Context: an optimization exercise on an open-source flow, tuned for small area, a short achievable clock period and few clock cycles per item. The choices shown serve that exercise and are no tape-out recipe. In this exercise RTL edits were held to simulation tests only and were not proved equivalent to the original.

==> flow/design.v <==
module hdrs_dec (
    input  wire        clk,
    input  wire        rst,
    input  wire        cmd_valid,
    output wire        cmd_ready,
    input  wire        cmd_op,         
    input  wire        cmd_crc_init,   
    input  wire [4:0]  cmd_nsym,
    input  wire        in_valid,
    output wire        in_ready,
    input  wire [7:0]  in_data,
    output wire        val_valid,
    input  wire        val_ready,
    output wire [31:0] val_data,
    output wire        done,
    output wire [1:0]  done_code,      
    output wire [3:0]  done_sym,
    output wire [9:0]  done_info,
    output wire [4:0]  done_count,
    output wire [6:0]  done_bytes,
    output wire [31:0] done_crc
);
    localparam FD = 6;               
    function [31:0] crc_update;
        input [31:0] st;
        input [7:0]  b;
        integer k;
        reg [31:0] c;
        begin
            c = st ^ {24'd0, b};
            for (k = 0; k < 8; k = k + 1)
                c = c[0] ? ((c >> 1) ^ 32'hEDB88320) : (c >> 1);
            crc_update = c;
        end
    endfunction
    localparam PS_IDLE = 3'd0;
    localparam PS_BM0  = 3'd1;
    localparam PS_BM1  = 3'd2;
    localparam PS_FLD  = 3'd3;
    localparam PS_WRD  = 3'd4;
    localparam PS_STOP = 3'd5;
    localparam CK_0  = 3'd0;
    localparam CK_2  = 3'd1;
    localparam CK_6  = 3'd2;
    localparam CK_8  = 3'd3;
    localparam CK_10 = 3'd4;
    localparam CK_16 = 3'd5;
    localparam TK_DELTA = 2'd1;
    localparam TK_WORD  = 2'd2;
    localparam TK_ERR   = 2'd3;
    reg        err;                  
    reg        q_valid, q_op, q_init, q_bad;
    reg [4:0]  q_n;
    reg [7:0]  fb [0:FD-1];
    reg [2:0]  fc;
    reg [2:0]  po;
    reg [2:0]  pav;                  
    reg [31:0] crc;
    reg [31:0] crc_done;
    reg        crc_initp;            
    reg        c_after;              
    reg        crc_owed;             
    reg        bnd_valid;            
    reg [2:0]  bnd_left;
    reg [6:0]  bnd_bytes;
    reg [1:0]  bnd_pops;             
    reg [4:0]  bnd_cnt;
    reg [2:0]  ps;
    reg        p_op;
    reg [4:0]  p_n;
    reg [15:0] p_bm;                 
    reg [1:0]  p_k;
    reg [6:0]  p_bytes;              
    reg [1:0]  p_popr;
    reg [2:0]  bp;
    reg [4:0]  p_cnt;
    reg [23:0] acc;
    reg [15:0] bq;
    reg        bq_valid;
    reg [4:0]  bq_n;
    reg        t_valid;
    reg [1:0]  t_kind;
    reg [7:0]  t_pay;
    reg [9:0]  t_pos;
    reg        u_valid;
    reg [1:0]  u_kind;
    reg [7:0]  u_pay;
    reg [9:0]  u_pos;
    reg [31:0] w [0:15];
    reg        r_act;
    reg [15:0] r_bm;
    reg [4:0]  r_n;
    reg [4:0]  r_rem;
    reg [2:0]  r_waste;
    reg [1:0]  r_L;                  
    reg        p15, p14, l15, l14;
    reg        done_r;
    reg        dpend;                
    reg        e_pend;               
    reg [1:0]  d_code;
    reg [3:0]  d_sym;
    reg [9:0]  d_info;
    reg [4:0]  d_count;
    reg [6:0]  d_bytes;
    genvar gi;
    assign in_ready = !err && (fc != FD);
    wire   in_fire  = in_valid && in_ready;
    assign cmd_ready = !q_valid && !err;
    wire   cmd_fire  = cmd_valid && cmd_ready;
    wire       blk     = crc_owed && !done_r;
    wire       ev      = bnd_valid && (bnd_left == 3'd0) && !blk;
    wire       c1      = (po != 3'd0) && !(bnd_valid && bnd_left == 3'd0);
    wire       c2      = (po[2:1] != 2'd0) && !(bnd_valid && bnd_left[2:1] == 2'd0);
    wire [1:0] c_n     = {c2, c1 && !c2};
    wire       c_rst   = crc_initp && c_after;
    wire [31:0] crc_1  = crc_update(c_rst ? 32'hFFFFFFFF : ~crc, fb[0]);
    wire [31:0] crc_nx = ~(c_n[1] ? crc_update(crc_1, fb[1]) : crc_1);
    wire [23:0] w24  = (po[1:0] == 2'd0) ? {fb[0], fb[1], fb[2]} :
                       ((po[1:0] == 2'd1) ? {fb[1], fb[2], fb[3]} : {fb[2], fb[3], fb[4]});
    wire [23:0] wsh  = w24 << bp;
    wire [15:0] W16  = wsh[23:8];
    wire [9:0]  W    = wsh[23:14];
    wire        p_ok = (po <= 3'd2);
    wire [1:0]  nb2  = (bp == 3'd7) ? 2'd2 : 2'd1;
    wire [1:0]  nb6  = (bp >= 3'd3) ? 2'd2 : 2'd1;
    wire [1:0]  nb8  = (bp != 3'd0) ? 2'd2 : 2'd1;
    wire [1:0]  nb10 = (bp == 3'd7) ? 2'd3 : 2'd2;
    wire [1:0]  nb16 = (bp != 3'd0) ? 2'd3 : 2'd2;
    wire        has2  = p_ok && (pav >= {1'b0, nb2});
    wire        has6  = p_ok && (pav >= {1'b0, nb6});
    wire        has8  = p_ok && (pav >= {1'b0, nb8});
    wire        has10 = p_ok && (pav >= {1'b0, nb10});
    wire        has16 = p_ok && (pav >= {1'b0, nb16});
    wire [7:0]  bA, bB;
    generate
        for (gi = 0; gi < 8; gi = gi + 1) begin : g_rev
            assign bA[gi] = W16[15 - gi];
            assign bB[gi] = W16[7 - gi];
        end
    endgenerate
    wire [7:0]  m0, m1;
    generate
        for (gi = 0; gi < 8; gi = gi + 1) begin : g_mask
            assign m0[gi] = (gi < p_n);
            assign m1[gi] = (gi + 8 < p_n);
        end
    endgenerate
    wire        bm_two = (ps == PS_BM0) && (p_n > 5'd8) && has16;
    wire [7:0]  bmA   = bA & ((ps == PS_BM0) ? m0 : m1);
    wire [7:0]  bmB   = bB & m1;
    wire        bm_zero = ((bmA | (bmB & {8{bm_two}}) | ((ps == PS_BM1) ? bq[7:0] : 8'd0)) == 8'd0);
    wire        t_take;
    wire        bq_take;
    wire        t_free   = !u_valid;                            
    wire        acc_free = !(t_valid && t_kind == TK_WORD) &&    
                           !(u_valid && u_kind == TK_WORD);
    wire        bq_free = !bq_valid || bq_take;
    wire        drained = (fc == 3'd0) && !bnd_valid && !t_valid && !bq_valid && !r_act &&
                          !p15 && !p14 && !done_r && !crc_owed && !dpend;
    reg         p_go;
    reg  [2:0]  cons;            
    reg         rec_end;         
    reg         emit;
    reg  [1:0]  e_kind;
    reg  [7:0]  e_pay;
    reg  [1:0]  acc_sh;          
    reg         load_q;
    reg         refuse;
    reg         bq_set;
    reg  [2:0]  ps_n;
    wire [15:0] p_bm_n    = p_bm & (p_bm - 16'd1);
    wire        last_fl   = (p_bm_n == 16'd0);
    wire        q_load_ok = q_valid && !q_bad && bq_free;
    wire        bnd_free  = !bnd_valid || ev;
    always @(*) begin
        p_go      = 1'b0;
        cons      = CK_0;
        rec_end   = 1'b0;
        emit      = 1'b0;
        e_kind    = TK_DELTA;
        e_pay     = W[7:0];
        acc_sh    = 2'd0;
        load_q    = 1'b0;
        refuse    = 1'b0;
        bq_set    = 1'b0;
        ps_n      = ps;
        case (ps)
            PS_IDLE: begin
                if (q_load_ok)
                    load_q = 1'b1;
                else if (q_valid && q_bad && drained)
                    refuse = 1'b1;
            end
            PS_BM0, PS_BM1: begin
                if (has8 && bnd_free) begin
                    p_go   = 1'b1;
                    cons   = bm_two ? CK_16 : CK_8;
                    if (ps == PS_BM0 && p_n > 5'd8 && !bm_two) begin
                        ps_n = PS_BM1;
                    end else begin
                        bq_set = 1'b1;
                        if (bm_zero)
                            rec_end = 1'b1;
                        else
                            ps_n = PS_FLD;
                    end
                end
            end
            PS_FLD: begin
                if (t_free && (!last_fl || bnd_free)) begin
                    case (W[9:8])
                        2'b00: if (has6) begin
                            p_go = 1'b1; emit = 1'b1; cons = CK_6;
                            e_pay = {{4{W[7]}}, W[7:4]};
                            rec_end = last_fl;
                        end
                        2'b01: if (has10) begin
                            p_go = 1'b1; emit = 1'b1; cons = CK_10;
                            rec_end = last_fl;
                        end
                        2'b10: if (has10 && acc_free) begin
                            p_go = 1'b1; cons = CK_10;
                            acc_sh = 2'd1;
                            ps_n = PS_WRD;
                        end
                        default: if (has2) begin
                            p_go = 1'b1; emit = 1'b1; cons = CK_2;
                            e_kind = TK_ERR;
                            ps_n = PS_STOP;
                        end
                    endcase
                end
            end
            PS_WRD: begin
                if (!p_op && p_k == 2'd1) begin
                    if (t_free && acc_free && has16 && (!last_fl || bnd_free)) begin
                        p_go = 1'b1; cons = CK_16;
                        emit = 1'b1; e_kind = TK_WORD; e_pay = W16[7:0];
                        acc_sh = 2'd3;
                        rec_end = last_fl;
                        ps_n = last_fl ? PS_IDLE : PS_WRD;
                    end
                end else if (p_k == 2'd2) begin
                    if (t_free && acc_free && has8 && (!last_fl || bnd_free)) begin
                        p_go = 1'b1; cons = CK_8;
                        emit = 1'b1; e_kind = TK_WORD; e_pay = W16[15:8];
                        rec_end = last_fl;
                        ps_n = last_fl ? PS_IDLE : PS_FLD;
                    end
                end else begin
                    if (acc_free && has16) begin
                        p_go = 1'b1; cons = CK_16;
                        acc_sh = 2'd2;
                    end
                end
            end
            default: ;
        endcase
        if (rec_end) begin
            if (q_load_ok && !bq_set)
                load_q = 1'b1;
            else
                ps_n = PS_IDLE;
        end
        if (err) begin
            p_go = 1'b0; emit = 1'b0; load_q = 1'b0; refuse = 1'b0; acc_sh = 2'd0;
            bq_set = 1'b0; rec_end = 1'b0; cons = CK_0;
        end
    end
    reg  [1:0] pops;
    reg  [2:0] bp_n;
    always @(*) begin
        case (cons)
            CK_2:    begin pops = rec_end ? nb2  : {1'b0, bp[2:1] == 2'd3}; bp_n = bp + 3'd2; end
            CK_6:    begin pops = rec_end ? nb6  : {1'b0, bp >= 3'd2};      bp_n = bp + 3'd6; end
            CK_8:    begin pops = rec_end ? nb8  : 2'd1;                    bp_n = bp;        end
            CK_10:   begin pops = rec_end ? nb10 : ((bp >= 3'd6) ? 2'd2 : 2'd1); bp_n = bp + 3'd2; end
            CK_16:   begin pops = rec_end ? nb16 : 2'd2;                    bp_n = bp;        end
            default: begin pops = 2'd0;                                     bp_n = bp;        end
        endcase
        if (rec_end) bp_n = 3'd0;
    end
    wire [2:0] po_n  = po + {1'b0, pops} - {1'b0, c_n};
    wire [6:0] p_be  = p_bytes + {5'd0, p_popr};
    wire [31:0] head = (r_L == 2'd2) ? w[0] : ((r_L == 2'd1) ? w[4] : w[8]);
    wire [23:0] h_up = head[31:8] + 24'd1;
    wire [23:0] h_dn = head[31:8] - 24'd1;
    wire [8:0]  lo8  = {1'b0, head[7:0]} + {1'b0, t_pay};
    wire        ovf  = (lo8[8] && !t_pay[7] && head[31:8] == 24'h7FFFFF) ||
                       (!lo8[8] && t_pay[7] && head[31:8] == 24'h800000);
    wire [31:0] nv   = (t_kind == TK_WORD) ? {acc, t_pay} :
                       {(lo8[8] && !t_pay[7]) ? h_up : ((!lo8[8] && t_pay[7]) ? h_dn : head[31:8]),
                        lo8[7:0]};
    wire ring_free = !p14;
    wire vv        = p14 || p15;
    wire v_last    = p14 ? l14 : l15;
    wire val_fire  = vv && val_ready;
    wire is_sym    = (r_rem != 5'd0);
    wire need_tok  = is_sym && r_bm[0];
    wire step      = !err && r_act && ring_free && (!need_tok || t_valid);
    wire use_tok   = step && need_tok;
    wire bad       = use_tok && ((t_kind == TK_ERR) || ((t_kind == TK_DELTA) && ovf));
    wire d_want    = dpend || (val_fire && v_last);
    wire d_go      = d_want && crc_owed && !done_r;
    wire e_go      = e_pend && !dpend && !vv && !done_r;
    assign t_take  = use_tok;
    wire rec_last  = is_sym ? ((r_rem == 5'd1) && (r_waste == 3'd0)) : (r_waste == 3'd1);
    wire r_end     = step && rec_last;
    wire r_load    = bq_valid && (!r_act || r_end) && !err;
    assign bq_take = r_load;
    assign val_valid  = vv;
    assign val_data   = p14 ? w[14] : w[15];
    assign done       = done_r;
    assign done_code  = d_code;
    assign done_sym   = d_sym;
    assign done_info  = d_info;
    assign done_count = d_count;
    assign done_bytes = d_bytes;
    assign done_crc   = crc_done;
    integer i;
    always @(posedge clk) begin
        if (step) begin
            for (i = 0; i < 15; i = i + 1)
                w[i] <= w[i + 1];
            w[15] <= use_tok ? nv : head;
        end
        for (i = 0; i < FD; i = i + 1) begin
            if (in_fire && (c2 ? (fc == i + 2) : (c1 ? (fc == i + 1) : (fc == i))))
                fb[i] <= in_data;
            else if (c_n == 2'd1 && i < FD - 1)
                fb[i] <= fb[i + 1];
            else if (c_n == 2'd2 && i < FD - 2)
                fb[i] <= fb[i + 2];
        end
        case (acc_sh)
            2'd1: acc <= {acc[15:0], W[7:0]};
            2'd2: acc <= {acc[7:0], W16};
            2'd3: acc <= {acc[15:0], W16[15:8]};
            default: ;
        endcase
        if (emit && (!t_valid || (t_take && !u_valid))) begin
            t_kind <= e_kind;
            t_pay  <= e_pay;
            t_pos  <= {p_be, bp};
        end else if (t_take) begin
            t_kind <= u_kind;
            t_pay  <= u_pay;
            t_pos  <= u_pos;
        end
        if (emit) begin
            u_kind <= e_kind;
            u_pay  <= e_pay;
            u_pos  <= {p_be, bp};
        end
        if (p_go && ps == PS_BM0)
            bq <= {bmB & {8{bm_two}}, bmA};
        if (p_go && ps == PS_BM1)
            bq[15:8] <= bmA;
        if (bq_set)
            bq_n <= p_n;
        if (load_q && !q_op) begin
            for (i = 0; i < 16; i = i + 1)
                bq[i] <= (i < q_n);
            bq_n <= q_n;
        end
        if (r_load) begin
            r_bm  <= bq;
            r_n   <= bq_n;
            r_rem <= bq_n;
            if (bq_n > 5'd12) begin
                r_L <= 2'd2; r_waste <= 3'd0 - bq_n[2:0];         
            end else if (bq_n > 5'd8) begin
                r_L <= 2'd1; r_waste <= 3'd4 - bq_n[2:0];         
            end else begin
                r_L <= 2'd0; r_waste <= 3'd0 - bq_n[2:0];         
            end
        end else if (step) begin
            r_bm <= r_bm >> 1;
            if (is_sym) r_rem <= r_rem - 5'd1;
            else        r_waste <= r_waste - 3'd1;
        end
        if (rec_end) begin
            bnd_left  <= po_n;
            bnd_bytes <= p_be;
            bnd_pops  <= pops;
            bnd_cnt   <= (!p_op || ps == PS_BM0 || ps == PS_BM1) ? 5'd0 : p_cnt + 5'd1;
        end else if (bnd_valid) begin
            bnd_left  <= bnd_left - {1'b0, c_n};
        end
        if (rst) begin
            err        <= 1'b0;
            q_valid    <= 1'b0;
            fc         <= 3'd0;
            po         <= 3'd0;
            pav        <= 3'd0;
            crc        <= 32'd0;
            crc_done   <= 32'd0;
            crc_initp  <= 1'b0;
            c_after    <= 1'b1;
            crc_owed   <= 1'b0;
            bnd_valid  <= 1'b0;
            bp         <= 3'd0;
            ps         <= PS_IDLE;
            bq_valid   <= 1'b0;
            t_valid    <= 1'b0;
            u_valid    <= 1'b0;
            r_act      <= 1'b0;
            p15        <= 1'b0;
            p14        <= 1'b0;
            l15        <= 1'b0;
            l14        <= 1'b0;
            done_r     <= 1'b0;
            dpend      <= 1'b0;
            e_pend     <= 1'b0;
        end else begin
            if (cmd_fire) begin
                q_valid <= 1'b1;
                q_op    <= cmd_op;
                q_n     <= cmd_nsym;
                q_init  <= cmd_crc_init;
                q_bad   <= (cmd_nsym == 5'd0) || (cmd_nsym > 5'd16);
            end
            fc <= fc + {2'd0, in_fire} - {1'b0, c_n};
            po <= po_n;
            pav <= pav + {2'd0, in_fire} - {1'b0, pops};
            if (c_n != 2'd0) begin
                crc <= crc_nx;
                if (c_rst) crc_initp <= 1'b0;
            end
            if (ev && !load_q)
                c_after <= 1'b1;
            if (ev) begin
                crc_done <= crc;
                d_bytes  <= bnd_bytes + {5'd0, bnd_pops};
                d_count  <= bnd_cnt;
                d_code   <= 2'd0;
            end
            if (rec_end)
                bnd_valid <= 1'b1;
            else if (ev)
                bnd_valid <= 1'b0;
            if (ev)
                crc_owed <= 1'b1;
            else if (done_r)
                crc_owed <= 1'b0;
            bp <= bp_n;
            p_bytes <= p_be;
            p_popr  <= pops;
            ps <= ps_n;
            if (p_go && (ps == PS_BM0 || ps == PS_BM1)) begin
                p_cnt <= 5'd0;
                if (ps == PS_BM0) p_bm <= {bmB & {8{bm_two}}, bmA};
                else              p_bm[15:8] <= bmA;
            end
            if (ps == PS_WRD && p_go)
                p_k <= (p_k == 2'd2 || (!p_op && p_k == 2'd1)) ? (p_op ? 2'd1 : 2'd0) : p_k + 2'd1;
            if (ps == PS_FLD && acc_sh != 2'd0)
                p_k <= 2'd1;
            if (emit)
            begin
                p_bm  <= p_bm_n;
                p_cnt <= p_cnt + 5'd1;
            end
            if (bq_set)
                bq_valid <= 1'b1;
            else if (bq_take)
                bq_valid <= 1'b0;
            if (refuse) begin
                q_valid <= 1'b0;
                d_code  <= 2'd1;
                d_count <= 5'd0;
            end
            if (load_q) begin
                q_valid <= 1'b0;
                p_op    <= q_op;
                p_n     <= q_n;
                p_bytes <= 7'd0;
                p_popr  <= 2'd0;
                p_k     <= 2'd0;
                if (q_init) crc_initp <= 1'b1;
                c_after <= !(rec_end || (bnd_valid && !ev));
                if (q_op) begin
                    ps <= PS_BM0;
                end else begin
                    ps       <= PS_WRD;
                    for (i = 0; i < 16; i = i + 1)
                        p_bm[i] <= (i < q_n);
                    bq_valid <= 1'b1;
                end
            end
            case ({emit, t_take})
                2'b10: begin
                    if (t_valid) u_valid <= 1'b1;
                    t_valid <= 1'b1;
                end
                2'b01: begin
                    t_valid <= u_valid;
                    u_valid <= 1'b0;
                end
                default: ;
            endcase
            if (r_load)
                r_act <= 1'b1;
            else if (r_end)
                r_act <= 1'b0;
            if (step) begin
                p14 <= p15 && !val_fire;
                l14 <= l15;
                p15 <= is_sym && !bad;
                l15 <= (r_rem == 5'd1);
            end else if (val_fire) begin
                if (p14) p14 <= 1'b0;
                else     p15 <= 1'b0;
            end
            done_r <= d_go || e_go || refuse;
            dpend  <= d_want && !d_go;
            if (bad) begin
                err    <= 1'b1;
                e_pend <= 1'b1;
            end
            if (use_tok && !err) begin       
                d_sym  <= r_n[3:0] - r_rem[3:0];
                d_info <= t_pos;
            end
            if (e_go) begin
                e_pend <= 1'b0;
                d_code <= 2'd2;
            end
        end
    end
endmodule
==> flow/run.sh <==
#!/bin/bash
# synth_recipe.tcl (not shown) runs the flow's synth.tcl, then flattens the netlist and writes it again
# the make line also repeats each setting of config.mk as NAME=value (left out here)
make -C /OpenROAD-flow-scripts/flow DESIGN_CONFIG=/design/flow/config.mk WORK_HOME=/design/flow/orfs CLKGATE_MAP_FILE= SYNTH_SCRIPT=/design/flow/synth_recipe.tcl finish
==> flow/config.mk <==
export PLATFORM = sky130hd
export DESIGN_NAME = hdrs_dec
export DESIGN_NICKNAME = hdrs_dec
export VERILOG_FILES = /design/flow/design.v
export SDC_FILE = /design/flow/constraint.sdc
export NUM_CORES = 4
export LEC_CHECK = 0
export ABC_AREA = 1
export CAP_MARGIN = 20
export CORE_MARGIN = 2
export CORE_UTILIZATION = 50
export CTS_CLUSTER_DIAMETER = 80
export CTS_CLUSTER_SIZE = 24
export GPL_TIMING_DRIVEN = 0
export PLACE_DENSITY = 0.65
export SETUP_SLACK_MARGIN = 4.5
export SLEW_MARGIN = 20
export TNS_END_PERCENT = 5
==> flow/constraint.sdc <==
create_clock -name core_clock -period 8.0 [get_ports {clk}]
set_input_delay 1.6000 -clock core_clock [delete_from_list [all_inputs] [get_ports {clk}]]
set_output_delay 1.6000 -clock core_clock [all_outputs]
set_load 0.01 [all_outputs]
==> results_dict.tcl, run 1 <==
set metrics [dict create \
    status "finished clean" \
    nFillCells 6373 \
    synthToLayoutAreaGrowth_pct 16.96 \
    cp.arrival_ns 4.68 \
    period_share 0.5351 \
    port_buffers 113 \
    fp.dieW_um 281.9 \
    hold_ws_ns 0.4008 \
    grt_pass1_vias 26210 \
    cts_tree "built" \
    top_layer_used "met4" \
    startpoint "bp[2]" \
    num_io_pins 116 \
    synth_edf_count 763 \
    wl_met1_um 44900 \
    hpwl_um 76160 \
    vias 27630 \
    drt-pass1-iter-count 5 \
    avgViaCountPerCell 5.476 \
    rows 101 \
    cts_hold_buffers 0 \
    period_minus_slack_ns 4.280 \
    core_sq_mm 0.07620 \
    cts.sinks 858 \
    holdCritStartpoint "w[6][7]" \
    hold_viol_final 0 \
    ant_nets 0 \
    utilization 0.5928 \
    fin_cells 5045 \
    setup_slack_ns 3.720 \
    crit_top_cell "nand3_2" \
    synth-seq-cells 858 \
    async_flop_share 0 \
    critical_path_required_ns 8.40 \
    seqCellArea_sq_mm 0.02482 \
    start_kind "flop" \
    syn_avg_cell_area_sq_um 10.44 \
    ys.warnings.count 3 \
    drive_gt1_frac 0.1253 \
    synthesis.nets 3771 \
    die_area_sq_mm 0.07949 \
    rsz0062_at_grt "yes" \
    multi_input_area_sq_mm 0.01295 \
    grt_usage 0.2599 \
    max_slew_margin 0.2654 \
    overflow 0 \
    endpoint_kind "flop" \
    slowest_delay_ns 0.49 \
    cts-htree-levels 2 \
    drt-initial-drc-count 2840 \
    totalWireLength_um 103900 \
    cts_buffer_depth 3 \
    insertion_delay_ns 0.65 \
    cts_buffers 47 \
    layout.nets 4064 \
    antenna_found_initial 0 \
    synth_area_sq_mm 0.03862 \
    pre_cts_ws_ns 1.854 \
    syn_inst 3699 \
    cts_root_buf "clkbuf_16" \
    finClkSkew_ns 0.06265 \
    grt_max_degree 38 \
    crit_type "reg2reg" \
    ys.flop_type "edfxtp_1" \
    slowest_stage "fa_1" \
    totalNegativeSetupSlack_ns 0 \
    ys_seq_area_frac 0.6424 \
    critPathMaxFanout 8 \
    place_congestion 0.9739 \
    placed_cells 4860 \
    antenna_cells 0 \
    clock.fmax_mhz 233.6 \
    die_h_um 281.9 \
    drv_slew 0 \
    drc 0 \
    hold_depth 0 \
    wl_met2_um 49350 \
    hp-class "reg2reg" \
    drv_cap 0 \
    worstMarginPinSlew_ns 1.102 \
    clk_pin_slew_ns 0.10 \
    wire_per_inst_um 20.59 \
    reg2regPathDepth 30 \
    r2r_start "bp[2]" \
    synthDistinctLibCells 67 \
    initial_utilization 0.5069 \
    grt_pass1_wl_um 156200 \
    final_cell_area_sq_mm 0.04517 \
    dpl_cell_area_sq_mm 0.04150 \
    wl_met3_um 6000 \
    setup_viol 0 \
]
## cell usage in the layout (no fill, tap or decap), types with 65 or more instances in the layout
cell               n
clkdlybuf4s50_1  113
nor2_1           257
edfxtp_1         763
xor2_1            98
o21ai_0          196
dfxtp_1           91
a21oi_1          114
nand3_1          163
buf_4             99
inv_1            340
clkbuf_1          65
nand2_1          921
## flip-flops by register name, indices dropped and copies added, names as in the netlist, 8 cells and up
register	flops
w	512
fb	48
crc	32
crc_done	32
acc	24
bq	16
p_bm	16
r_bm	16
d_info	9
t_pos	9
u_pos	9
t_pay	8
u_pay	8
## path summary, 6_finish.rpt
path | endpoint | slack [ns]
worst max-delay path | bnd_left[2] | 3.72
worst min-delay path | w[5][7] | 0.40
worst max register to register | bnd_left[2] | 3.72
worst min register to register | w[5][7] | 0.40
## area by class of cell
cell class,instances,share of cell area
clock inverters,19,0.005622
well taps,1030,0.02853
multi-input cells,2342,0.2868
repair buffers,241,0.05334
flip-flops and latches,858,0.5495
clock buffers,53,0.02723
inverters,378,0.03235
repair inverters,1,0.0001108
plain buffers,123,0.01659
## logic make-up (layout without fill, tap and decap cells)
group / after synthesis / count (layout) / synth area share
fa+ha+maj: 52 / 52 / 0.01859
simple gates: 1580 / 1581 / 0.1695
xor+xnor: 144 / 144 / 0.03450
other cells: 1 / 1 / 0.00009709
flops: 858 / 858 / 0.6424
compound gates: 562 / 563 / 0.08423
mux: 1 / 1 / 0.0002915
buf+inv: 501 / 815 / 0.05031
## routing by layer
layer,global-route usage,up-vias
li1,-,13240
met1,0.3592,13280
met2,0.4296,938
met3,0.02735,172
met4,0.08988,0
met5,0,-
## timing repair
action,CTS,global route
buffers inserted,97,9
endpoints found under the setup margin,542,590
pin swaps,68,12
gates cloned,7,0
resized for setup,356,19
hold endpoints to repair,0,0
## critical path, delay by kind of cell (launching register included)
family	cells	cell delay, ns
and+or+nand+nor	15	1.44
DFF	1	0.34
adders and majority gates	3	1.12
AOI/OAI and AO/OA	2	0.13
xor gates and xnor gates	2	0.32
buffers and inverters	8	0.67
## Yosys cell counts (14+ instances only)
master / n / area [sq um]
nand2_1: 954 / 3581
edfxtp_1: 763 / 22910
inv_1: 360 / 1351
nor2_1: 292 / 1096
o21ai_0: 245 / 1226
nand3_1: 198 / 991.0
a21oi_1: 120 / 600.6
xor2_1: 99 / 867.1
dfxtp_1: 95 / 1902
clkbuf_1: 82 / 307.8
o211ai_1: 61 / 457.9
nand4_1: 57 / 356.6
ha_1: 43 / 538.0
xnor2_1: 37 / 324.1
o21ai_1: 31 / 155.2
a31oi_1: 26 / 162.7
nor3_1: 26 / 130.1
buf_2: 21 / 105.1
buf_1: 14 / 52.55
Testbench counts, summed over its fixed seeds: cycles 14,081, symbols 9,235.
==> inputs of run 2 (changes only) <==
--- a/flow/config.mk
+++ b/flow/config.mk
@@ -13,3 +13,2 @@
 export CTS_CLUSTER_SIZE = 24
-export GPL_TIMING_DRIVEN = 0
 export PLACE_DENSITY = 0.65
==> run 2 against run 1 <==
Maximum frequency rose by 3.4%. Synthesized area did not move. Non-clock buffer count fell by 112. Sequential share of layout area rose by 1.2 points. Critical path type unchanged. Largest cell class unchanged.
==> results_dict.tcl, run 2 <==
set metrics [dict create \
    critical_path_required_ns 8.41 \
    insertion_delay_ns 0.65 \
    reg_top3 "w: 512 flops, fb: 48 flops" \
    port_buffers 114 \
    largest_register_ffs 512 \
    synthTopCellsByCount "nand2_1, edfxtp_1, inv_1" \
    synth_top_area_cell "edfxtp_1" \
    final_cell_area_sq_mm 0.04421 \
    cts-htree-levels 2 \
    period_minus_slack_ns 4.138 \
    synthesis.nets 3771 \
    synthTopCellsByArea "edfxtp_1, nand2_1, dfxtp_1, inv_1, o21ai_0" \
    wire_per_inst_um 20.41 \
    yosys.area.top_type_share 0.5932 \
    drv_slew 0 \
    setup_slack_ns 3.862 \
    critPathMaxFanout 6 \
    rsz0062_at_grt "yes" \
    cts_buffer_depth 3 \
    cts_root_buf "clkbuf_16" \
    ys.warnings.count 3 \
    drt-initial-drc-count 3098 \
    rows 101 \
    syn_avg_cell_area_sq_um 10.44 \
    synth-seq-cells 858 \
    hp-class "reg2reg" \
    layout.nets 3956 \
    drive_gt1_frac 0.1089 \
    grt_usage 0.2519 \
    die_area_sq_mm 0.07949 \
    max_slew_margin 0.3018 \
    async_flop_share 0 \
    avgViaCountPerCell 5.552 \
    dpl_cell_area_sq_mm 0.04086 \
    initial_utilization 0.5069 \
    finClkSkew_ns 0.03151 \
    grt_pass1_wl_um 152500 \
    hpwl_um 67690 \
    grt_pass1_vias 25730 \
    status "finished clean" \
    cts_hold_buffers 0 \
    yosysMostFrequentCell "nand2_1" \
    place_congestion 0.9497 \
    hold_viol_final 0 \
    syn_inst 3699 \
    cts_tree "built" \
    drt-pass1-iter-count 6 \
    num_io_pins 116 \
    cts.sinks 858 \
    synthDistinctLibCells 67 \
    vias 27390 \
    drc 0 \
    antenna_found_initial 2 \
    antenna_cells 0 \
    synth_edf_count 763 \
    grt_max_degree 191 \
    final_cell_mix "nand2_1, edfxtp_1, inv_1" \
    clk_pin_slew_ns 0.10 \
    cp.arrival_ns 4.55 \
    clock.fmax_mhz 241.7 \
    synth_area_sq_mm 0.03862 \
    setup_viol 0 \
    core_sq_mm 0.07620 \
    crit_type "reg2reg" \
    synthToLayoutAreaGrowth_pct 14.46 \
    ant_nets 0 \
    start_kind "flop" \
    pre_cts_ws_ns 2.206 \
    die_h_um 281.9 \
    fp.dieW_um 281.9 \
    drv_cap 0 \
    endpoint_kind "flop" \
    ys_seq_area_frac 0.6424 \
    cts_buffers 45 \
    period_share 0.5172 \
    overflow 0 \
    totalWireLength_um 100700 \
    ys.flop_type "edfxtp_1" \
    layout_commonest_cell "nand2_1" \
    top_register "w" \
    worstMarginPinSlew_ns 1.036 \
]
[run 2: final cells by class]
cell class | count | area, sq um
clock buffers | 49 | 1141
clock inverters | 17 | 241.5
fillers | 6410 | 31990
inverters | 378 | 1473
multi-input cells | 2347 | 12710
flip-flops and latches | 858 | 24830
well taps | 1030 | 1289
repair buffers | 252 | 2509
repair inverters | 2 | 10.01
[run 2: metrics by stage]
| step | hold WS (ns) | util | TNS [ns] | cells |
|---|---|---|---|---|
| after floorplan | 0.4003 | - | -613.29 | 3699 |
| after global placement | 0.4001 | 0.5362 | 0 | 4748 |
| after detailed placement | 0.4045 | 0.5362 | 0 | 4748 |
| after CTS | 0.4127 | 0.5765 | 0 | 4918 |
| after global routing | 0.4282 | 0.5802 | 0 | 4933 |
| final | 0.4136 | 0.5802 | 0 | 4933 |
[run 2: logic make-up after synthesis]
family | after synthesis | share of synthesized area
AOI/OAI and AO/OA | 562 | 0.08423
xor gates and xnor gates | 144 | 0.03450
adders and majority gates | 52 | 0.01859
buffers and inverters | 501 | 0.05031
DFF | 858 | 0.6424
muxes | 1 | 0.0002915
other | 1 | 0.00009709
and+or+nand+nor | 1580 | 0.1695
[run 2: final timing paths]
path	from	to	slack [ns]	cells past startpoint
worst max-delay path	p_bm[3]	bnd_left[2]	3.86	24
worst min-delay path	w[7][23]	w[6][23]	0.41	0
worst max register to register	p_bm[3]	bnd_left[2]	3.86	24
worst min register to register	w[7][23]	w[6][23]	0.41	0
[run 2: timing repair]
item / 4_1_cts / 5_1_grt
gates resized for setup: 215 / 35
endpoints found under the setup margin: 531 / 476
cloned: 14 / 1
pin swaps: 63 / 27
setup buffers: 90 / 14
[run 2: critical path, stage by stage (launching register included)]
cell and delay (ns):
edfxtp_1 0.49, nor2_4 0.17, nand2_1 0.10, nor2_4 0.16
nand3_2 0.09, nand2_2 0.08, nand3_2 0.10, nor2_4 0.24
nand3_4 0.19, nand3_4 0.14, inv_4 0.04, nand3_4 0.07
nand3_4 0.13, nand2_4 0.14, nand2_1 0.09, nand2_1 0.09
nand2_2 0.07, nor2_4 0.13, inv_2 0.05, fa_1 0.50
fa_2 0.42, xnor2_2 0.15, xor2_1 0.14, inv_1 0.08
o21ai_1 0.06
[run 2: per-layer routing]
layer	track usage	wire (um)	up-vias
li1	-	-	13010
met5	0	13	-
met3	0.03033	6240	170
met4	0.09015	3481	2
met2	0.4104	47290	965
met1	0.3496	43640	13240
==> inputs of run 3 (changes only) <==
==> flow/flow/run.sh (new file) <==
#!/bin/bash
# Standard layout; the port buffers use a small plain buffer cell instead of the
# delay buffer the resizer picks by default.
set -e
export BUFFER_PORTS_ARGS="-buffer_cell sky130_fd_sc_hd__buf_2"
bash standard.sh > standard.log 2>&1
==> flow/standard.sh (new file) <==
#!/bin/bash
# synth_recipe.tcl (not shown) runs the flow's synth.tcl, then flattens the netlist and writes it again
# the make line also repeats each setting of config.mk as NAME=value (left out here)
make -C /OpenROAD-flow-scripts/flow DESIGN_CONFIG=/design/flow/config.mk WORK_HOME=/design/flow/orfs CLKGATE_MAP_FILE= SYNTH_SCRIPT=/design/flow/synth_recipe.tcl "${@:-finish}"
removed: flow/run.sh
==> run 3 against run 2 <==
Synthesized area unchanged. Largest cell class unchanged. Final area down 0.29%. Synthesized cell count stayed put. Critical path type unchanged. Clock skew down 0.0090 ns. Clock-buffer cell count increased by 12.
==> results_dict.tcl, run 3 <==
set metrics [dict create \
    cts_buffers 46 \
    slowest_stage "fa_1" \
    initial_utilization 0.5069 \
    clk_pin_slew_ns 0.09 \
    drv_cap 0 \
    endpoint_kind "flop" \
    synth_area_sq_mm 0.03862 \
    crit_chain "nor2_4, nand2_4, nor2_4, nor2_2, nor2_1, nand3_2, nor2_4, nand3_4, nand3_4, nand2_4, nand2_4, nand3_4, nand2_4, nand2_2, nand2_1, nand2_2, nor2_4, inv_2, fa_1, fa_2, xnor2_2, xor2_1, inv_1, o21ai_1" \
    start_kind "flop" \
    yosysMostFrequentCell "nand2_1" \
    top_register "w" \
    status "finished clean" \
    insertion_delay_ns 0.65 \
    ys.flop_type "edfxtp_1" \
    synthesis.nets 3771 \
    die_h_um 281.9 \
    antenna_found_initial 1 \
    cp.arrival_ns 4.77 \
    cts_buffer_depth 3 \
    multi_input_area_sq_mm 0.01273 \
    cts-htree-levels 2 \
    async_flop_share 0 \
    reg_top3 "w: 512 flops, fb: 48 flops" \
    layout.nets 3981 \
    slowest_delay_ns 0.49 \
    cts.sinks 858 \
    pre_cts_ws_ns 2.252 \
    worstMarginPinSlew_ns 1.059 \
    cts_tree "built" \
    rows 101 \
    ys_seq_area_frac 0.6424 \
    critical_path_required_ns 8.49 \
    fp.dieW_um 281.9 \
    setup_viol 0 \
    critPathMaxFanout 8 \
    synth_edf_count 763 \
    synthTopCellsByArea "edfxtp_1, nand2_1, dfxtp_1, inv_1, o21ai_0" \
    vias 27580 \
    rsz0062_at_grt "yes" \
    max_slew_margin 0.2934 \
    utilization 0.5785 \
    grt_max_degree 190 \
    crit_type "reg2reg" \
    grt_pass1_vias 25710 \
    yosys.area.top_type_share 0.5932 \
    hpwl_um 67200 \
    wire_per_inst_um 20.52 \
    largest_register_ffs 512 \
    setup_slack_ns 3.723 \
    cts_root_buf "clkbuf_16" \
    nFillCells 6400 \
    synth_top_area_cell "edfxtp_1" \
    antenna_cells 0 \
    period_minus_slack_ns 4.277 \
    ant_nets 0 \
    drt-pass1-iter-count 8 \
    hold_viol_final 0 \
    drv_slew 0 \
    finClkSkew_ns 0.02249 \
    overflow 0 \
    clock.fmax_mhz 233.8 \
    syn_avg_cell_area_sq_um 10.44 \
    avgViaCountPerCell 5.551 \
    hp-class "reg2reg" \
    synth-seq-cells 858 \
    place_congestion 0.9507 \
    seqCellArea_sq_mm 0.02484 \
    port_buffers 114 \
    drc 0 \
    grt_pass1_wl_um 152900 \
    final_cell_mix "nand2_1, edfxtp_1, inv_1" \
    synthTopCellsByCount "nand2_1, edfxtp_1, inv_1" \
    totalWireLength_um 102000 \
    layout_commonest_cell "nand2_1" \
    core_sq_mm 0.07620 \
    synthToLayoutAreaGrowth_pct 14.13 \
    drt-initial-drc-count 2913 \
    hold_ws_ns 0.4186 \
    syn_inst 3699 \
    die_area_sq_mm 0.07949 \
    num_io_pins 116 \
    synthDistinctLibCells 67 \
    grt_usage 0.2520 \
    ys.warnings.count 3 \
    period_share 0.5346 \
    cts_hold_buffers 0 \
    drive_gt1_frac 0.1442 \
]
[run 3: final timing paths]
path / from / to / slack (ns) / cells after the start
worst max-delay path: p_bm[0] / bnd_left[2] / 3.72 / 24
worst min-delay path: w[12][27] / w[11][27] / 0.42 / 0
worst max register to register: p_bm[0] / bnd_left[2] / 3.72 / 24
worst min register to register: w[12][27] / w[11][27] / 0.42 / 0
[run 3: kinds of logic after synthesis]
kind of cell | count (synthesis) | share of synthesized area
and+or+nand+nor | 1580 | 0.1695
DFF | 858 | 0.6424
AOI/OAI and AO/OA | 562 | 0.08423
buffers and inverters | 501 | 0.05031
xor gates and xnor gates | 144 | 0.03450
adders and majority gates | 52 | 0.01859
other | 1 | 0.00009709
muxes | 1 | 0.0002915
[run 3: area by class of cell]
cell class | instances | share of cell area
Clock inverter | 17 | 0.005762
Sequential cell | 858 | 0.5634
Timing Repair Buffer | 274 | 0.05058
Multi-Input combinational cell | 2348 | 0.2888
Timing Repair inverter | 3 | 0.0003974
Clock buffer | 61 | 0.02810
Inverter | 378 | 0.03375
Tap cell | 1030 | 0.02923
[run 3: stage by stage]
| step | TNS [ns] | cells | cell area, sq um |
|---|---|---|---|
| 6_report | 0 | 4969 | 44080 |
| 5_1_grt | 0 | 4969 | 44080 |
| 4_1_cts | 0 | 4942 | 43510 |
| 3_5_place_dp | 0 | 4749 | 40310 |
| 3_3_place_gp | 0 | 4749 | 40310 |
| 2_1_floorplan | -613.29 | 3699 | 38710 |
[run 3: timing repair]
item                                    in CTS  in global routing
gates cloned                                17                  4
pin swaps                                   47                 38
endpoints found under the setup margin     517                482
resized for setup                          182                 90
buffers inserted                            98                 23
[run 3: per-layer routing]
layer  track usage  wire [um]
met3       0.03348       6474
met5             0         25
met4       0.08265       3647
met1        0.3512      44090
met2        0.4097      47730
[run 3: critical path: cells and delay by family, from the launching register on]
| family | cells | cell delay, ns |
|---|---|---|
| simple gates | 17 | 2.16 |
| fa+ha+maj | 2 | 0.91 |
| flops | 1 | 0.44 |
| xor+xnor | 2 | 0.36 |
| buf+inv | 2 | 0.13 |
| compound gates | 1 | 0.13 |
==> inputs of run 4 (changes only) <==
--- a/flow/design.v
+++ b/flow/design.v
@@ -71,2 +71,3 @@
     reg [15:0] p_bm;                 
+    reg        last_fl;              
     reg [1:0]  p_k;
@@ -171,3 +172,5 @@
     wire [15:0] p_bm_n    = p_bm & (p_bm - 16'd1);
-    wire        last_fl   = (p_bm_n == 16'd0);
+    wire [15:0] p_bm_nn   = p_bm_n & (p_bm_n - 16'd1);
+    wire [15:0] bm_new    = (ps == PS_BM0) ? {bmB & {8{bm_two}}, bmA} : {bmA, p_bm[7:0]};
+    wire        bm_one    = (bm_new != 16'd0) && ((bm_new & (bm_new - 16'd1)) == 16'd0);
     wire        q_load_ok = q_valid && !q_bad && bq_free;
@@ -451,4 +454,4 @@
                 p_cnt <= 5'd0;
-                if (ps == PS_BM0) p_bm <= {bmB & {8{bm_two}}, bmA};
-                else              p_bm[15:8] <= bmA;
+                p_bm    <= bm_new;
+                last_fl <= bm_one;
             end
@@ -460,3 +463,4 @@
             begin
-                p_bm  <= p_bm_n;
+                p_bm    <= p_bm_n;
+                last_fl <= (p_bm_n != 16'd0) && (p_bm_nn == 16'd0);
                 p_cnt <= p_cnt + 5'd1;
@@ -487,2 +491,3 @@
                         p_bm[i] <= (i < q_n);
+                    last_fl  <= (q_n == 5'd1);
                     bq_valid <= 1'b1;
--- a/flow/config.mk
+++ b/flow/config.mk
@@ -16,2 +16 @@
 export SLEW_MARGIN = 20
-export TNS_END_PERCENT = 5
==> run 4 against run 3 <==
Synthesized area increased by 2.2%. Clock skew rose by 0.0056 ns. Hold slack about the same. Flip-flop and latch count up 1. Still clean on timing, DRC and antenna. Critical path depth grew 5.
==> results_dict.tcl, run 4 <==
set metrics [dict create \
    status "finished clean" \
    drv_cap 0 \
    avgViaCountPerCell 5.585 \
    layout_commonest_cell "nand2_1" \
    finClkSkew_ns 0.02807 \
    rsz0062_at_grt "yes" \
    fp.dieW_um 285.0 \
    worstMarginPinSlew_ns 1.049 \
    yosysMostFrequentCell "nand2_1" \
    setup_viol 0 \
    slowest_stage "dfxtp_4" \
    cts_tree "built" \
    drt-pass1-iter-count 6 \
    async_flop_share 0 \
    grt_pass1_vias 27200 \
    core_sq_mm 0.07861 \
    crit_type "reg2reg" \
    ys.warnings.count 3 \
    antenna_cells 0 \
    hp-class "reg2reg" \
    synth_top_area_cell "edfxtp_1" \
    placed_cells 4949 \
    totalWireLength_um 107400 \
    critPathMaxFanout 6 \
    endpoint_kind "flop" \
    die_area_sq_mm 0.08123 \
    hold_ws_ns 0.4190 \
    grt_pass1_wl_um 160900 \
    die_h_um 285.0 \
    drt-initial-drc-count 2949 \
    reg_top3 "w: 512 flops, fb: 48 flops" \
    nFillCells 6650 \
    totalNegativeSetupSlack_ns 0 \
    yosys.area.top_type_share 0.5811 \
    syn_avg_cell_area_sq_um 10.16 \
    synth_area_sq_mm 0.03948 \
    synthDistinctLibCells 65 \
    top_register "w" \
    syn_inst 3887 \
    rows 103 \
    place_congestion 0.9734 \
    overflow 0 \
    ys_seq_area_frac 0.6293 \
    drv_slew 0 \
    drc 0 \
    largest_register_ffs 512 \
    port_buffers 114 \
    start_kind "flop" \
    hpwl_um 71730 \
    layout.nets 4172 \
    wire_per_inst_um 20.73 \
    initial_utilization 0.5022 \
    max_slew_margin 0.2941 \
    drive_gt1_frac 0.1728 \
    clock.fmax_mhz 240.0 \
    cp.arrival_ns 4.58 \
    clk_pin_slew_ns 0.10 \
    cts_buffers 48 \
    vias 28940 \
    critical_path_required_ns 8.42 \
    synthTopCellsByArea "edfxtp_1, nand2_1, dfxtp_1, o21ai_0, inv_1" \
    cts-htree-levels 2 \
    cts_buffer_depth 3 \
    ys.flop_type "edfxtp_1" \
    cts.sinks 859 \
    ant_nets 0 \
    antenna_found_initial 1 \
    grt_max_degree 107 \
    cts_hold_buffers 0 \
    period_minus_slack_ns 4.167 \
    synthToLayoutAreaGrowth_pct 16.05 \
    period_share 0.5208 \
    grt_usage 0.2566 \
    fin_cells 5181 \
    synth_edf_count 764 \
    cts_root_buf "clkbuf_16" \
    synth-seq-cells 859 \
    synthTopCellsByCount "nand2_1, edfxtp_1, inv_1" \
    insertion_delay_ns 0.65 \
    slowest_delay_ns 0.37 \
    synthesis.nets 3959 \
    num_io_pins 116 \
    hold_viol_final 0 \
    final_cell_mix "nand2_1, edfxtp_1, inv_1" \
]
run 4: cell types whose count changed after synthesis, moves of 6 or more:
cell and change:
a21oi_1 +13, inv_1 -27, inv_2 +10, nand2_1 +99
nand2_2 +13, nand3_1 +41, nand4_1 -8, nor2_1 +14
nor2_2 +6, o21ai_0 +30, o21ai_1 +18, xor2_1 -17
run 4: logic make-up after synthesis:
kind of cell,synth area share
simple gates,0.1864
xor+xnor,0.03030
flops,0.6293
compound gates,0.08645
other cells,0.00009498
fa+ha+maj,0.01819
buf+inv,0.04931
run 4: area by class of cell:
class	instances	area, sq um	area share
timing repair buffer	280	2332	0.05090
multi-input combinational	2547	14190	0.3096
clock inverter	19	299.0	0.006526
timing repair inverter	5	57.56	0.001256
inverter	359	1475	0.03219
tap	1050	1314	0.02867
clock buffer	62	1285	0.02804
sequential	859	24870	0.5428
run 4: path summary, 6_finish.rpt:
path	from	endpoint	slack, ns	cells past startpoint
worst max-delay path	bp[2]	bnd_left[2]	3.83	29
worst min-delay path	w[3][8]	w[2][8]	0.42	0
worst max register to register	bp[2]	bnd_left[2]	3.83	29
worst min register to register	w[3][8]	w[2][8]	0.42	0
run 4: worst max-delay path: cells and delay by family (launching register included):
| family | cells | cell delay, ns |
|---|---|---|
| xor gates and xnor gates | 2 | 0.29 |
| adders and majority gates | 4 | 1.05 |
| AOI/OAI and AO/OA | 1 | 0.06 |
| DFF | 1 | 0.37 |
| and+or+nand+nor | 17 | 1.81 |
| buffers and inverters | 5 | 0.37 |
run 4: stage by stage:
| stage | setup slack, ns | utilization | cell area (sq um) |
|---|---|---|---|
| finish | 3.833 | 0.5829 | 45820 |
| global route | 3.693 | 0.5829 | 45820 |
| CTS | 4.043 | 0.5691 | 44740 |
| detailed placement | 2.157 | 0.5236 | 41160 |
| global placement | 2.254 | 0.5236 | 41160 |
| floorplan | 4.116 | - | 39680 |
run 4: per-layer routing:
| metal | vias to the layer above | part of all wire | GRT usage |
|---|---|---|---|
| met1 | 13950 | 0.43 | 0.3561 |
| met3 | 206 | 0.062 | 0.03584 |
| met2 | 1053 | 0.48 | 0.4187 |
| met5 | - | 0.00010 | 0 |
| li1 | 13730 | - | - |
| met4 | 2 | 0.034 | 0.08534 |
run 4: what timing repair did:
item                                    in CTS  in global routing
buffers inserted                            89                 43
pin swaps                                   67                 87
endpoints found under the setup margin     516                273
gates resized for setup                    248                201
cloned                                      17                  2
Testbench counts of run 4, summed over its fixed seeds: cycles 14,081, symbols 9,235.
==> inputs of run 5 (changes only) <==
==> flow/run.sh (new file) <==
#!/bin/bash
# synth_recipe.tcl (not shown) runs the flow's synth.tcl, then flattens the netlist and writes it again
# the make line also repeats each setting of config.mk as NAME=value (left out here)
make -C /OpenROAD-flow-scripts/flow DESIGN_CONFIG=/design/flow/config.mk WORK_HOME=/design/flow/orfs CLKGATE_MAP_FILE= SYNTH_SCRIPT=/design/flow/synth_recipe.tcl finish
removed: flow/flow/run.sh
removed: flow/standard.sh
==> run 5 against run 4 <==
Non-clock buffer count is 38 higher. Maximum frequency is 2.9% higher. Core utilization is 1.1 points higher. Sequential share of layout area decreased by 0.99 points. Synthesized cell count unchanged. Register-to-register slack improved by 0.12 ns. Via count is 2.0% higher. Still clean on timing, DRC and antenna. Critical endpoint unchanged. Routed wire length increased by 1.5%. Clock skew grew 0.0097 ns. Die area unchanged. Flip-flop and latch count did not move.
==> results_dict.tcl, run 5 <==
set metrics [dict create \
    ys.warnings.count 3 \
    slowest_stage "fa_1" \
    largest_register_ffs 512 \
    num_io_pins 116 \
    fin_cells 5230 \
    multi_input_area_sq_mm 0.01424 \
    path_delay_family "simple AND/OR/NAND/NOR gates" \
    hpwl_um 71180 \
    clk_pin_slew_ns 0.10 \
    synth_area_sq_mm 0.03948 \
    setup_viol 0 \
    endpoint_kind "flop" \
    synth-seq-cells 859 \
    cts.sinks 859 \
    insertion_delay_ns 0.65 \
    antenna_cells 0 \
    overflow 0 \
    cts-htree-levels 2 \
    seqCellArea_sq_mm 0.02487 \
    drv_cap 0 \
    drt-initial-drc-count 3045 \
    core_sq_mm 0.07861 \
    layout.nets 4213 \
    reg_top3 "w: 512 flops, fb: 48 flops" \
    avgViaCountPerCell 5.645 \
    synthToLayoutAreaGrowth_pct 18.23 \
    grt_max_degree 101 \
    fp.dieW_um 285.0 \
    place_congestion 0.9737 \
    yosys.area.top_type_share 0.5811 \
    synth_edf_count 764 \
    die_area_sq_mm 0.08123 \
    cp.arrival_ns 4.45 \
    slowest_delay_ns 0.51 \
    antenna_found_initial 1 \
    start_kind "flop" \
    synth_top_area_cell "edfxtp_1" \
    totalNegativeSetupSlack_ns 0 \
    async_flop_share 0 \
    syn_inst 3887 \
    drc 0 \
    nFillCells 6546 \
    max_slew_margin 0.3712 \
    clock.fmax_mhz 247.1 \
    grt_pass1_wl_um 164100 \
    hp-class "reg2reg" \
    finClkSkew_ns 0.03773 \
    synthDistinctLibCells 65 \
    initial_utilization 0.5022 \
    ant_nets 0 \
    drive_gt1_frac 0.1579 \
    cts_hold_buffers 0 \
    period_share 0.5059 \
    drt-pass1-iter-count 6 \
    grt_usage 0.2623 \
    crit_type "reg2reg" \
    synthTopCellsByCount "nand2_1, edfxtp_1, inv_1" \
    ys_seq_area_frac 0.6293 \
    period_minus_slack_ns 4.047 \
    crit_buf_inv 6 \
    yosysMostFrequentCell "nand2_1" \
    critPathMaxFanout 15 \
    vias 29530 \
    placed_cells 4953 \
    cts_buffers 47 \
    syn_avg_cell_area_sq_um 10.16 \
    port_buffers 114 \
    drv_slew 0 \
    hold_viol_final 0 \
    final_cell_mix "nand2_1, edfxtp_1, inv_1" \
    worstMarginPinSlew_ns 0.9333 \
    cts_buffer_depth 3 \
    critical_path_required_ns 8.40 \
    status "finished clean" \
    rsz0062_at_grt "yes" \
    grt_pass1_vias 27490 \
    rows 103 \
    cts_tree "built" \
    synthTopCellsByArea "edfxtp_1, nand2_1, dfxtp_1, o21ai_0, inv_1" \
    totalWireLength_um 109000 \
    synthesis.nets 3959 \
    layout_commonest_cell "nand2_1" \
    ys.flop_type "edfxtp_1" \
    die_h_um 285.0 \
    top_register "w" \
    cts_root_buf "clkbuf_16" \
    wire_per_inst_um 20.85 \
]
run 5: cell counts after synthesis:
No cell type changed its count.
run 5: layer usage:
metal,track usage,wire length [um],share of wire
met1,0.3659,46130,0.42
met2,0.4305,51460,0.47
met3,0.03512,7479,0.069
met4,0.07945,3954,0.036
met5,0,9,0.000083
run 5: worst register-to-register path, cell delays in order, from the launching register on:
cell and delay [ns]:
dfxtp_4 0.38, buf_12 0.13, buf_16 0.14, a21oi_4 0.21, buf_4 0.16, nand3_4 0.13, nor2_4 0.17, inv_2 0.07
nor2_2 0.09, nand3_2 0.08, nand2_1 0.09, inv_1 0.05, nand2_1 0.07, nor2_2 0.06, nand3_2 0.09, nand2_4 0.09
nand2_8 0.13, nand2_4 0.07, a21boi_4 0.17, nand2_2 0.09, fa_1 0.51, fa_2 0.38, xnor2_2 0.15, xor2_1 0.14
inv_1 0.10, o21ai_2 0.06
run 5: cell type report:
class / instances / share of cell area
clock inverter: 14 / 0.004771
multi-input combinational: 2550 / 0.3050
clock buffer: 74 / 0.02782
inverter: 359 / 0.03190
tap: 1050 / 0.02814
timing repair buffer: 318 / 0.06781
sequential: 859 / 0.5328
timing repair inverter: 6 / 0.001662
run 5: logic make-up (layout without fill, tap and decap cells):
| kind of cell | count (synthesis) | after routing | share of synthesized area |
|---|---|---|---|
| other | 1 | 1 | 0.00009498 |
| flip-flops | 859 | 859 | 0.6293 |
| adder cells (fa/ha/maj) | 52 | 52 | 0.01819 |
| AND/OR/NAND/NOR | 1754 | 1764 | 0.1864 |
| AO/OA/AOI/OAI | 605 | 605 | 0.08645 |
| XOR/XNOR | 128 | 128 | 0.03030 |
| buffers and inverters | 488 | 771 | 0.04931 |
run 5: metrics by stage:
stage          instance area (sq um)  utilization  hold slack [ns]  setup slack (ns)
2_1_floorplan                  39680            -           0.4003             4.116
3_3_place_gp                   41760       0.5311           0.4002             2.961
3_5_place_dp                   41760       0.5312           0.4045             2.909
4_1_cts                        45640       0.5806           0.4040             4.025
5_1_grt                        46680       0.5938           0.4245             3.727
6_report                       46680       0.5938           0.4094             3.953
run 5: final timing paths:
check / slack [ns] / end / depth (start not counted) / startpoint
worst min register to register: 0.41 / w[10][5] / 0 / w[11][5]
worst max-delay path: 3.95 / bnd_left[2] / 25 / po[1]
worst min-delay path: 0.41 / w[10][5] / 0 / w[11][5]
worst max register to register: 3.95 / bnd_left[2] / 25 / po[1]
run 5: repair_timing:
action                                  4_1_cts  5_1_grt
gates resized for setup                     324      213
setup buffers                               115       48
cloned                                       25        1
endpoints found under the setup margin      352      178
pin swaps                                    73       97
==> inputs of run 6 (changes only) <==
--- a/flow/design.v
+++ b/flow/design.v
@@ -71,3 +71,2 @@
     reg [15:0] p_bm;                 
-    reg        last_fl;              
     reg [1:0]  p_k;
@@ -95,3 +94,3 @@
     reg [2:0]  r_waste;
-    reg [1:0]  r_L;                  
+    reg [2:0]  r_L;                  
     reg        p15, p14, l15, l14;
@@ -172,5 +171,3 @@
     wire [15:0] p_bm_n    = p_bm & (p_bm - 16'd1);
-    wire [15:0] p_bm_nn   = p_bm_n & (p_bm_n - 16'd1);
-    wire [15:0] bm_new    = (ps == PS_BM0) ? {bmB & {8{bm_two}}, bmA} : {bmA, p_bm[7:0]};
-    wire        bm_one    = (bm_new != 16'd0) && ((bm_new & (bm_new - 16'd1)) == 16'd0);
+    wire        last_fl   = (p_bm_n == 16'd0);
     wire        q_load_ok = q_valid && !q_bad && bq_free;
@@ -287,3 +284,12 @@
     wire [6:0] p_be  = p_bytes + {5'd0, p_popr};
-    wire [31:0] head = (r_L == 2'd2) ? w[0] : ((r_L == 2'd1) ? w[4] : w[8]);
+    reg  [31:0] head;
+    always @(*) begin
+        case (r_L)
+            3'd4:    head = w[0];
+            3'd3:    head = w[2];
+            3'd2:    head = w[4];
+            3'd1:    head = w[6];
+            default: head = w[8];
+        endcase
+    end
     wire [23:0] h_up = head[31:8] + 24'd1;
@@ -372,8 +378,7 @@
             r_rem <= bq_n;
-            if (bq_n > 5'd12) begin
-                r_L <= 2'd2; r_waste <= 3'd0 - bq_n[2:0];         
-            end else if (bq_n > 5'd8) begin
-                r_L <= 2'd1; r_waste <= 3'd4 - bq_n[2:0];         
+            if (bq_n > 5'd8) begin
+                r_L <= (bq_n - 5'd7) >> 1;                        
+                r_waste <= {2'd0, bq_n[0]};
             end else begin
-                r_L <= 2'd0; r_waste <= 3'd0 - bq_n[2:0];         
+                r_L <= 3'd0; r_waste <= 3'd0 - bq_n[2:0];         
             end
@@ -454,4 +459,4 @@
                 p_cnt <= 5'd0;
-                p_bm    <= bm_new;
-                last_fl <= bm_one;
+                if (ps == PS_BM0) p_bm <= {bmB & {8{bm_two}}, bmA};
+                else              p_bm[15:8] <= bmA;
             end
@@ -463,4 +468,3 @@
             begin
-                p_bm    <= p_bm_n;
-                last_fl <= (p_bm_n != 16'd0) && (p_bm_nn == 16'd0);
+                p_bm  <= p_bm_n;
                 p_cnt <= p_cnt + 5'd1;
@@ -491,3 +495,2 @@
                         p_bm[i] <= (i < q_n);
-                    last_fl  <= (q_n == 5'd1);
                     bq_valid <= 1'b1;
--- a/flow/config.mk
+++ b/flow/config.mk
@@ -14,3 +14,4 @@
 export PLACE_DENSITY = 0.65
-export SETUP_SLACK_MARGIN = 4.5
+export SETUP_SLACK_MARGIN = 4.25
 export SLEW_MARGIN = 20
+export TNS_END_PERCENT = 5
==> run 6 against run 5 <==
Worst setup slack better by 0.0030 ns. Core utilization down 1.2 points. First-iteration DRC count down 3.7%. Clock skew down 0.0097 ns. Maximum frequency about the same. Clock-buffer cell count down 22.
==> results_dict.tcl, run 6 <==
set metrics [dict create \
    synth_xor_xnor_area_share 0.03640 \
    wire_per_inst_um 20.34 \
    placed_cells 4839 \
    async_flop_share 0 \
    fp.dieW_um 284.3 \
    ys_seq_area_frac 0.6324 \
    avgViaCountPerCell 5.553 \
    core_sq_mm 0.07759 \
    syn_avg_cell_area_sq_um 10.40 \
    setup_slack_ns 3.956 \
    synth_top_area_cell "edfxtp_1" \
    holdCritStartpoint "w[13][6]" \
    hpwl_um 68450 \
    synth_top_family_by_area "simple AND/OR/NAND/NOR gates" \
    die_area_sq_mm 0.08083 \
    die_h_um 284.3 \
    drive_gt1_frac 0.1305 \
    max_slew_margin 0.2754 \
    grt_max_degree 218 \
    synth_edf_count 764 \
    synthTopCellsByArea "edfxtp_1, nand2_1, dfxtp_1, inv_1, nor2_1" \
    synthDistinctLibCells 68 \
    largest_register_ffs 512 \
    status "finished clean" \
    synth-seq-cells 859 \
    period_share 0.5056 \
    setup_viol 0 \
    drc 0 \
    ys.flop_type "edfxtp_1" \
    cts.sinks 859 \
    rrSetupSlack_ns 3.96 \
    place_congestion 0.9424 \
    layout_commonest_cell "nand2_1" \
    endpoint_kind "flop" \
    hold_depth 0 \
    synthMuxAreaShare 0.0002548 \
    syn_inst 3779 \
    cts-htree-levels 2 \
    hold_path_end "w[12][6]" \
    cp.arrival_ns 4.44 \
    drt-initial-drc-count 2933 \
    synthTopCellsByCount "nand2_1, edfxtp_1, inv_1" \
    synth_area_sq_mm 0.03929 \
    totalWireLength_um 102900 \
    final_cell_mix "nand2_1, edfxtp_1, inv_1" \
    reg2regPathDepth 25 \
    antenna_found_initial 0 \
    layout.nets 4074 \
    grt_pass1_vias 26440 \
    initial_utilization 0.5063 \
    synth_fa_ha_area_frac 0.01860 \
    drv_cap 0 \
    clk_pin_slew_ns 0.09 \
    crit_top_cell "nand2_2" \
    yosys.area.top_type_share 0.5840 \
    antenna_cells 0 \
    drv_slew 0 \
    cts_buffers 46 \
    top_register "w" \
    yosysMostFrequentCell "nand2_1" \
    vias 28110 \
    rsz0062_at_grt "yes" \
    reg_top3 "w: 512 flops, fb: 48 flops" \
    pre_cts_ws_ns 2.570 \
    hold_viol_final 0 \
    cts_buffer_depth 3 \
    overflow 0 \
    drt-pass1-iter-count 6 \
    synthToLayoutAreaGrowth_pct 14.91 \
    cts_hold_buffers 0 \
    synth-compound-area-share 0.07609 \
    synthesis.nets 3852 \
    finClkSkew_ns 0.02808 \
    worstMarginPinSlew_ns 1.086 \
    slowest_delay_ns 0.53 \
    path_delay_family "simple AND/OR/NAND/NOR gates" \
    slowest_stage "edfxtp_1" \
    port_buffers 114 \
    num_io_pins 116 \
    timing.rr.end "bnd_left[2]" \
    insertion_delay_ns 0.64 \
    critical_path_required_ns 8.40 \
    period_minus_slack_ns 4.044 \
    crit_type "reg2reg" \
    start_kind "flop" \
    ant_nets 0 \
    r2r_start "p_bm[2]" \
    synth-simple-area-share 0.1863 \
    hp-class "reg2reg" \
    cts_tree "built" \
    grt_usage 0.2473 \
    rows 102 \
    crit_buf_inv 7 \
    critPathMaxFanout 6 \
    cts_root_buf "clkbuf_16" \
    ys.warnings.count 3 \
    fin_cells 5062 \
    clock.fmax_mhz 247.3 \
    grt_pass1_wl_um 154700 \
]
## run 6: cell types whose count changed in the layout (fill, tap and decap cells not counted), sizes merged, moves of 11 or more
cell and change:
a21oi -14, buf -38, clkbuf -37, clkdlybuf4s50 +34
clkinvlp +11, dlygate4sd2 -13, nand2 -37, nand3 -38
nand4 +26, nor2 +11, o21ai -76, xnor2 -17
xor2 +27
## run 6: cell type report
| class | instances | area [sq um] |
|---|---|---|
| Tap cell | 1040 | 1301 |
| Fill cell | 6624 | 32450 |
| Clock inverter | 17 | 191.4 |
| Timing Repair Buffer | 279 | 2658 |
| Inverter | 372 | 1459 |
| Timing Repair inverter | 6 | 37.54 |
| Sequential cell | 859 | 24860 |
| Clock buffer | 52 | 1174 |
| Multi-Input combinational cell | 2437 | 13460 |
## run 6: metal layers
metal,vias to the layer above,track usage,share of wire
li1,13340,-,-
met1,13450,0.3490,0.44
met2,1114,0.3935,0.46
met3,210,0.03531,0.068
met4,0,0.08592,0.036
met5,-,0,0
## run 6: cell families (layout without fill, tap and decap cells)
group	after synthesis	count (layout)
simple gates	1723	1731
flops	859	859
compound gates	513	513
buf+inv	491	726
xor+xnor	138	138
fa+ha+maj	53	53
other cells	1	1
mux	1	1
## run 6: how the worst max path moves through the flow
| stage | startpoint | endpoint | cells past startpoint |
|---|---|---|---|
| after floorplan | r_rem[0] | t_kind[0] | 16 |
| after global placement | p14 | t_pay[1] | 13 |
| after detailed placement | p14 | t_pay[5] | 13 |
| after CTS | p_bm[2] | bnd_left[2] | 24 |
| after global routing | p_bm[2] | bnd_left[2] | 24 |
| final | p_bm[2] | bnd_left[2] | 25 |
## run 6: per-stage QoR
stage / instance area (sq um) / hold slack, ns / util / setup TNS [ns]
final: 45140 / 0.4144 / 0.5818 / 0
after CTS: 44280 / 0.3958 / 0.5707 / 0
after global placement: 41460 / 0.4002 / 0.5343 / 0
after detailed placement: 41460 / 0.4045 / 0.5343 / 0
after global routing: 45140 / 0.3953 / 0.5818 / 0
after floorplan: 39370 / 0.4003 / - / -594.15
## run 6: timing repair
action,in CTS,in global routing
buffers inserted,104,33
setup endpoints to repair,802,332
pin swaps,62,72
gates resized for setup,162,139
cloned,11,4
Testbench counts of run 6, summed over its fixed seeds: cycles 13,733, symbols 9,235.

==> port drivers added, routing unchanged <==
How much do the figures lean on ideal ports? The routed layouts below were timed once more, with nothing changed but the port constraints. Step 1 (the two cells are an assumption about what drives the block):
set clk [get_ports {clk}]
set_driving_cell -lib_cell sky130_fd_sc_hd__clkbuf_16 $clk
set_driving_cell -lib_cell sky130_fd_sc_hd__buf_2 [delete_from_list [all_inputs] $clk]
Step 2 also shifts input and output timing later by t, the mid clock arrival at the registers, as if the neighbouring blocks saw the same clock. Three values: ideal, step 1, step 2; two values: the first two.
run	shift t [ns]	setup WS [ns]	slew at the worst register clock pin (ns)	pins driven straight from the clock port
run 1	0.681	3.720 / 3.720 / 3.491	0.10 / 0.10	1
run 2	0.697	3.862 / 3.862 / 3.862	0.10 / 0.10	1
run 3	0.698	3.723 / 3.723 / 3.723	0.10 / 0.10	1
run 4	0.700	3.833 / 3.833 / 3.833	0.10 / 0.10	1
run 5	0.693	3.953 / 3.953 / 3.953	0.10 / 0.10	1
run 6	0.686	3.956 / 3.956 / 3.956	0.10 / 0.10	1
After both steps every run listed still meets setup and hold. For run 1, which loses most, drivers alone change the setup slack by 0.000 ns; drivers and shift together by -0.229 ns.
